This design comes from an exercise in tuning for small area, a short achievable clock period and few clock cycles on the open sky130 flow, not from production work.
Only simulation tests tie the RTL to the original design; equivalence was not proved.
Power figures rest on the tool's default switching activity, not on a simulated workload.

--- flow/run.sh ---
#!/bin/bash
# synth_recipe.tcl (not shown) runs the flow's synth.tcl, then flattens the netlist and writes it again
# the make line also repeats each setting of config.mk as NAME=value (left out here)
make -C /OpenROAD-flow-scripts/flow DESIGN_CONFIG=/design/flow/config.mk WORK_HOME=/design/flow/orfs CLKGATE_MAP_FILE= SYNTH_SCRIPT=/design/flow/synth_recipe.tcl finish
--- flow/config.mk ---
export PLATFORM = sky130hd
export DESIGN_NAME = ccpd_parser
export DESIGN_NICKNAME = ccpd_parser
export VERILOG_FILES = /design/flow/design.v
export SDC_FILE = /design/flow/constraint.sdc
export NUM_CORES = 4
export LEC_CHECK = 0
export CAP_MARGIN = 20
export CORE_MARGIN = 2
export CORE_UTILIZATION = 40
export PLACE_DENSITY = 0.6
export SLEW_MARGIN = 20
--- flow/constraint.sdc ---
create_clock -name core_clock -period 5.0 [get_ports {clk}]
set_input_delay 1.0000 -clock core_clock [delete_from_list [all_inputs] [get_ports {clk}]]
set_output_delay 1.0000 -clock core_clock [all_outputs]
set_load 0.01 [all_outputs]
--- flow/design.v ---
module ccpd_parser (
    input  wire        clk,
    input  wire        rst,
    input  wire        in_valid,
    output wire        in_ready,
    input  wire [31:0] in_data,
    input  wire [2:0]  in_nbytes,
    input  wire        in_last,
    output reg         hdr_valid,
    input  wire        hdr_ready,
    output reg  [4:0]  hdr_type,
    output reg  [2:0]  hdr_bank,
    output reg  [15:0] hdr_len,
    output reg  [2:0]  hdr_variant,
    output reg         hdr_listed,
    output reg         pl_valid,
    input  wire        pl_ready,
    output reg  [31:0] pl_data,
    output reg  [2:0]  pl_nbytes,
    output reg         pl_last,
    output reg         done_valid,
    output reg         done_ok,
    output reg  [31:0] done_pos,
    output reg  [31:0] done_count
);
    localparam [2:0] ST_H0  = 3'd0,    
                     ST_H1  = 3'd1,    
                     ST_H2  = 3'd2,    
                     ST_H3  = 3'd3,    
                     ST_PAY = 3'd4;    
    localparam [2:0] V_GENERIC = 3'd0,
                     V_TILES   = 3'd1,
                     V_SPRITES = 3'd2,
                     V_PALETTE = 3'd3,
                     V_MAP     = 3'd4,
                     V_FLAGS   = 3'd5,
                     V_CODE    = 3'd6;
    reg        ib_full;
    reg [31:0] ib_data;
    reg [2:0]  ib_cnt;      
    reg        ib_last;
    wire [7:0] cur_byte   = ib_data[7:0];
    wire       byte_avail = ib_full && (ib_cnt != 3'd0);
    wire       at_end     = ib_full && (ib_cnt == 3'd0) && ib_last;
    reg [2:0]  st;
    reg [7:0]  hb;           
    reg [7:0]  len_lo;
    reg [15:0] rem;          
    reg [31:0] pos;          
    reg [31:0] frame_pos;    
    reg [31:0] count;        
    reg [31:0] pk_data;
    reg [1:0]  pk_cnt;
    wire hdr_free = !hdr_valid || hdr_ready;
    wire pl_free  = !pl_valid  || pl_ready;
    wire pay_beat_done = (pk_cnt == 2'd3) || (rem == 16'd1);
    reg can_take;
    always @(*) begin
        case (st)
            ST_H3:   can_take = hdr_free;
            ST_PAY:  can_take = !pay_beat_done || pl_free;
            default: can_take = 1'b1;
        endcase
    end
    wire take = byte_avail && can_take;
    wire need_flush = (st == ST_PAY) && (pk_cnt != 2'd0);
    wire flush      = at_end && need_flush && pl_free;
    wire finish     = at_end && !need_flush && !hdr_valid && !pl_valid;
    assign in_ready = !ib_full || (take && (ib_cnt == 3'd1) && !ib_last);
    function [3:0] variant_of;    
        input [4:0] t;
        begin
            case (t)
                5'd1:  variant_of = {1'b1, V_TILES};
                5'd2:  variant_of = {1'b1, V_SPRITES};
                5'd3:  variant_of = {1'b1, V_GENERIC};
                5'd4:  variant_of = {1'b1, V_MAP};
                5'd5:  variant_of = {1'b1, V_CODE};
                5'd6:  variant_of = {1'b1, V_FLAGS};
                5'd9:  variant_of = {1'b1, V_GENERIC};
                5'd10: variant_of = {1'b1, V_GENERIC};
                5'd12: variant_of = {1'b1, V_PALETTE};
                5'd13: variant_of = {1'b1, V_GENERIC};
                5'd14: variant_of = {1'b1, V_GENERIC};
                5'd15: variant_of = {1'b1, V_GENERIC};
                5'd16: variant_of = {1'b1, V_GENERIC};
                5'd17: variant_of = {1'b1, V_GENERIC};
                5'd18: variant_of = {1'b1, V_GENERIC};
                5'd19: variant_of = {1'b1, V_GENERIC};
                default: variant_of = {1'b0, V_GENERIC};
            endcase
        end
    endfunction
    wire [3:0]  hb_class   = variant_of(hb[4:0]);
    wire [15:0] frame_len  = {cur_byte, len_lo};    
    wire [31:0] byte_lanes = pk_data | ({24'd0, cur_byte} << {pk_cnt, 3'b000});
    always @(posedge clk) begin
        if (rst) begin
            ib_full    <= 1'b0;
            ib_data    <= 32'd0;
            ib_cnt     <= 3'd0;
            ib_last    <= 1'b0;
            st         <= ST_H0;
            hb         <= 8'd0;
            len_lo     <= 8'd0;
            hdr_len    <= 16'd0;
            rem        <= 16'd0;
            pos        <= 32'd0;
            frame_pos  <= 32'd0;
            count      <= 32'd0;
            pk_data    <= 32'd0;
            pk_cnt     <= 2'd0;
            hdr_valid  <= 1'b0;
            hdr_type   <= 5'd0;
            hdr_bank   <= 3'd0;
            hdr_variant <= 3'd0;
            hdr_listed <= 1'b0;
            pl_valid   <= 1'b0;
            pl_data    <= 32'd0;
            pl_nbytes  <= 3'd0;
            pl_last    <= 1'b0;
            done_valid <= 1'b0;
            done_ok    <= 1'b0;
            done_pos   <= 32'd0;
            done_count <= 32'd0;
        end else begin
            if (hdr_valid && hdr_ready) hdr_valid <= 1'b0;
            if (pl_valid && pl_ready)   pl_valid  <= 1'b0;
            done_valid <= 1'b0;
            if (in_valid && in_ready) begin
                ib_full <= 1'b1;
                ib_data <= in_data;
                ib_cnt  <= in_nbytes;
                ib_last <= in_last;
            end else if (take) begin
                ib_data <= {8'd0, ib_data[31:8]};
                ib_cnt  <= ib_cnt - 3'd1;
                if (ib_cnt == 3'd1 && !ib_last)
                    ib_full <= 1'b0;
            end
            if (take) begin
                pos <= pos + 32'd1;
                case (st)
                    ST_H0: begin
                        hb <= cur_byte;
                        st <= ST_H1;
                    end
                    ST_H1: begin
                        len_lo <= cur_byte;
                        st     <= ST_H2;
                    end
                    ST_H2: begin
                        rem     <= frame_len;
                        st      <= ST_H3;
                    end
                    ST_H3: begin
                        hdr_valid   <= 1'b1;
                        hdr_type    <= hb[4:0];
                        hdr_bank    <= hb[7:5];
                        hdr_len     <= rem;
                        hdr_variant <= hb_class[2:0];
                        hdr_listed  <= hb_class[3];
                        if (rem == 16'd0) begin
                            count     <= count + 32'd1;
                            frame_pos <= pos + 32'd1;
                            st        <= ST_H0;
                        end else begin
                            st <= ST_PAY;
                        end
                    end
                    default: begin    
                        rem <= rem - 16'd1;
                        if (pay_beat_done) begin
                            pl_valid  <= 1'b1;
                            pl_data   <= byte_lanes;
                            pl_nbytes <= {1'b0, pk_cnt} + 3'd1;
                            pl_last   <= (rem == 16'd1);
                            pk_data   <= 32'd0;
                            pk_cnt    <= 2'd0;
                        end else begin
                            pk_data <= byte_lanes;
                            pk_cnt  <= pk_cnt + 2'd1;
                        end
                        if (rem == 16'd1) begin
                            count     <= count + 32'd1;
                            frame_pos <= pos + 32'd1;
                            st        <= ST_H0;
                        end
                    end
                endcase
            end
            if (flush) begin
                pl_valid  <= 1'b1;
                pl_data   <= pk_data;
                pl_nbytes <= {1'b0, pk_cnt};
                pl_last   <= 1'b0;
                pk_data   <= 32'd0;
                pk_cnt    <= 2'd0;
            end
            if (finish) begin
                done_valid <= 1'b1;
                done_ok    <= (st == ST_H0);
                done_pos   <= frame_pos;
                done_count <= count;
                ib_full    <= 1'b0;
                ib_last    <= 1'b0;
                st         <= ST_H0;
                pos        <= 32'd0;
                frame_pos  <= 32'd0;
                count      <= 32'd0;
            end
        end
    end
endmodule
==> run summary <==
synthesized netlist by cell type (all sizes together) (27+ instances only):
master / count / area, µm²
nor2: 135 / 507
clkbuf: 104 / 393
mux2: 33 / 372
nand4: 29 / 188
mux2i: 35 / 350
nand3: 49 / 250
nor2b: 37 / 231
buf: 42 / 236
dfxtp: 334 / 6690
o21ai: 53 / 265
o31ai: 27 / 203
a211oi: 34 / 255
nand2: 291 / 1090
a21oi: 271 / 1360
a31oi: 56 / 365
worst min path at each step:
stage,slack [ns],cells after the start,end,start
finish,0.45,2,ib_data[0]$_SDFFE_PP0P_,ib_data[8]$_SDFFE_PP0P_
global route,0.47,2,ib_data[6]$_SDFFE_PP0P_,ib_data[14]$_SDFFE_PP0P_
CTS,0.45,2,ib_data[0]$_SDFFE_PP0P_,ib_data[8]$_SDFFE_PP0P_
detailed placement,0.44,2,ib_data[17]$_SDFFE_PP0P_,ib_data[25]$_SDFFE_PP0P_
global placement,0.44,2,ib_data[17]$_SDFFE_PP0P_,ib_data[25]$_SDFFE_PP0P_
floorplan,0.43,2,done_pos[1]$_SDFFE_PP0P_,frame_pos[1]$_SDFFE_PP0P_
cells in the final DEF, fill, tap and decap left out, drive strengths merged, types with 3 or more instances in the layout:
cell type,synthesis,layout
a22oi,3,3
dfxtp,334,334
o211ai,3,3
or3,21,21
and3,11,11
o21ai,53,53
o31ai,27,27
a211oi,34,34
a31o,17,17
o311ai,13,13
buf,42,21
nor3,25,25
mux2i,35,35
a21oi,271,271
nor3b,4,4
and2,19,19
clkdlybuf4s50,0,172
a311oi,4,4
nor4b,3,3
ha,14,14
or2,3,3
mux2,33,33
xor2,16,16
nand2b,18,18
nand4,29,29
inv,19,20
and4,12,12
clkbuf,104,58
nor2,135,135
a31oi,56,56
nor4,18,18
xnor2,17,17
nor2b,37,37
nand3,49,49
clkinv,1,5
nand2,291,291
or4,13,13
stage by stage:
stage / cells / cell area, µm² / hold slack (ns) / total power, mW
4_1_cts: 2391 / 18000 / 0.450 / 5.87
3_3_place_gp: 2327 / 16900 / 0.440 / 3.23
3_5_place_dp: 2327 / 16900 / 0.443 / 3.23
6_report: 2391 / 18000 / 0.446 / 5.80
5_1_grt: 2391 / 18000 / 0.467 / 6.02
2_1_floorplan: 1812 / 14900 / 0.428 / 3.10
layout make-up:
| class | instances | area [µm²] |
|---|---|---|
| fill | 3571 | 18700 |
| clock buffer | 58 | 1130 |
| multi-input combinational | 1312 | 7620 |
| timing repair buffer | 193 | 1910 |
| inverter | 20 | 75.1 |
| tap | 468 | 586 |
| sequential | 334 | 6690 |
| clock inverter | 6 | 36.3 |
layer usage:
metal | wire length [µm] | vias to the layer above | global-route usage
li1 | - | 6603 | -
met1 | 20000 | 6329 | 0.303
met2 | 17900 | 396 | 0.317
met3 | 2470 | 62 | 0.0393
met4 | 746 | 4 | 0.0590
met5 | 25 | - | 0
registers in the layout (all words and copies together), names as in the netlist, 5 cells and up:
name	count
count	32
done_count	32
done_pos	32
frame_pos	32
hb	8
hdr_len	16
hdr_type	5
ib_data	32
len_lo	8
pk_data	32
pl_data	32
pos	32
rem	16
critical path, delay by kind of cell:
family	cells	cell delay, ns
and+or+nand+nor	2	0.69
AOI/OAI and AO/OA	2	0.38
buffers and inverters	2	1.05
power breakdown:
part / switching, mW / leakage [nW] / total [mW] / internal [mW]
registers: 0.0606 / 2.70 / 2.76 / 2.70
logic: 0.278 / 2.87 / 0.421 / 0.143
clock network: 1.08 / 0.571 / 2.62 / 1.54
total: 1.41 / 6.14 / 5.80 / 4.39
cell families (layout without fill, tap and decap cells):
kind of cell,after synthesis,after routing,synth area share
and+or+nand+nor,696,696,0.226
AOI/OAI and AO/OA,501,501,0.200
DFF,334,334,0.448
buffers and inverters,166,277,0.0472
muxes,68,68,0.0483
xor gates and xnor gates,33,33,0.0194
adders and majority gates,14,14,0.0117
==> flow_summary.ini <==
[run_status]
status = no timing/DRC/antenna violations

[detailed_routing]
vias_per_cell = 5.60
drtIter0Drc = 1036
avgRoutedWirePerCell_um = 17.2
vias = 13400
ant_nets = 0
drc_errors = 0
firstDrtPassIters = 5
totalWireLength_mm = 41.2

[timing]
setup_slack_ns = 0.861
slew_violations = 0
fin_skew_ns = 0.0163
fin_crit_ns = 4.14
grt_setup_unrepaired = false
fmax_ghz = 0.242
timing.final.crit_share = 0.828
fin_setup_tns_ns = 0
slew_headroom = 0.262
setup_violations = 0
timing_hold_violations_final = 0
worst_pin_slew_ns = 1.10

[setup_path]
startpoint = hdr_ready
path_max_fanout = 3
path_cells = clkdlybuf4s50_1 -> nor4bb_2 -> a211oi_1 -> o21ai_0 -> nand2_1 -> clkdlybuf4s50_1
path_class = primary input to output pin
worstSetupEndpointType = output pin
ff2ff_path_depth = 7
crit_arrival_ns = 3.14
cp-endpoint = in_ready
critPathSlowestCell = clkdlybuf4s50_1
crit_top_cell = clkdlybuf4s50_1
cp.required_ns = 4.00
critPathMaxStageDelay_ns = 0.54
r2r-start = st[2]$_SDFFE_PP0P_
reg2reg_slack_ns = 1.70
start_kind = primary input
r2r_end = pl_data[21]$_SDFFE_PP0P_

[synthesis]
synth_seq_cells = 334
syn_area_um2 = 14900
synthesis.nets = 1867
ys_seq_area_frac = 0.448
synthDistinctLibCells = 68
synthCells = 1812
syn_area_per_cell_um2 = 8.24
async_flop_share = 0
synth-edff-count = 0
ys_warn_count = 1
ys.flop_type = dfxtp_1

[global_route]
grt_antenna_before_repair = 2
grt_usage = 0.209
grt_pass1_vias = 12500
grt_max_degree = 105
overflow = 0
grt_pass1_wl_mm = 66.6

[clock_tree]
cts_max_level = 2
cts_resized = 0
clk_path_buf_depth = 3
clk_pin_slew_ns = 0.06
cts_buffers = 37
clk_latency_ns = 0.53
cts_root_buf = clkbuf_16
cts_tree = yes
cts.sinks = 334
post-cts-setup-buffers = 0
hold_buffers = 0

[layout]
layout-drive-gt1-share = 0.0655
post-route-util = 0.492
syn2layout_area_growth_pct = 20.8
nets = 1953
diodes = 0

[die]
dieHeight_um = 197
ios = 174
coreArea_um2 = 36700
dieArea_um2 = 38900
start_util = 0.407
die_w_um = 197
fp-row-count = 70

[power]
leakagePower_nw = 6.14
vdd_drop_max_uv = 187
power_density_nw_per_um2 = 322

[place]
globalplace.congestion = 0.844
place_ws_ns = 0.935
dp_hpwl_mm = 27.1
io_buffers = 173

[run]
cap_violations = 0

[worst_hold_path]
hp-class = register to register
Testbench counts, summed over its fixed seeds: cycles 84,618.

==> what the ideal ports hide <==
In the flow no input, the clock included, has a driving cell. The finished layout below was timed again as built, in two steps.
Step 1: set_driving_cell puts a clkbuf_16 on clk and a buf_2 on each other input, an assumption about the parent block.
Step 2 moves the port delays by t, midway between the first and last clock arrival at a register: inputs arrive t later, outputs are due t later. That takes back most of the time a late clock gives input paths.
a / b / c = ideal ports / drivers / drivers and shift; a / b = the first two.
shift t [ns]: 0.581
setup slack, ns: 0.861 / 0.830 / 0.830
worst setup path at the end: input to output
After both steps setup and hold are still met in this run. For this run, drivers alone change the setup slack by -0.031 ns; drivers and shift together by -0.031 ns.
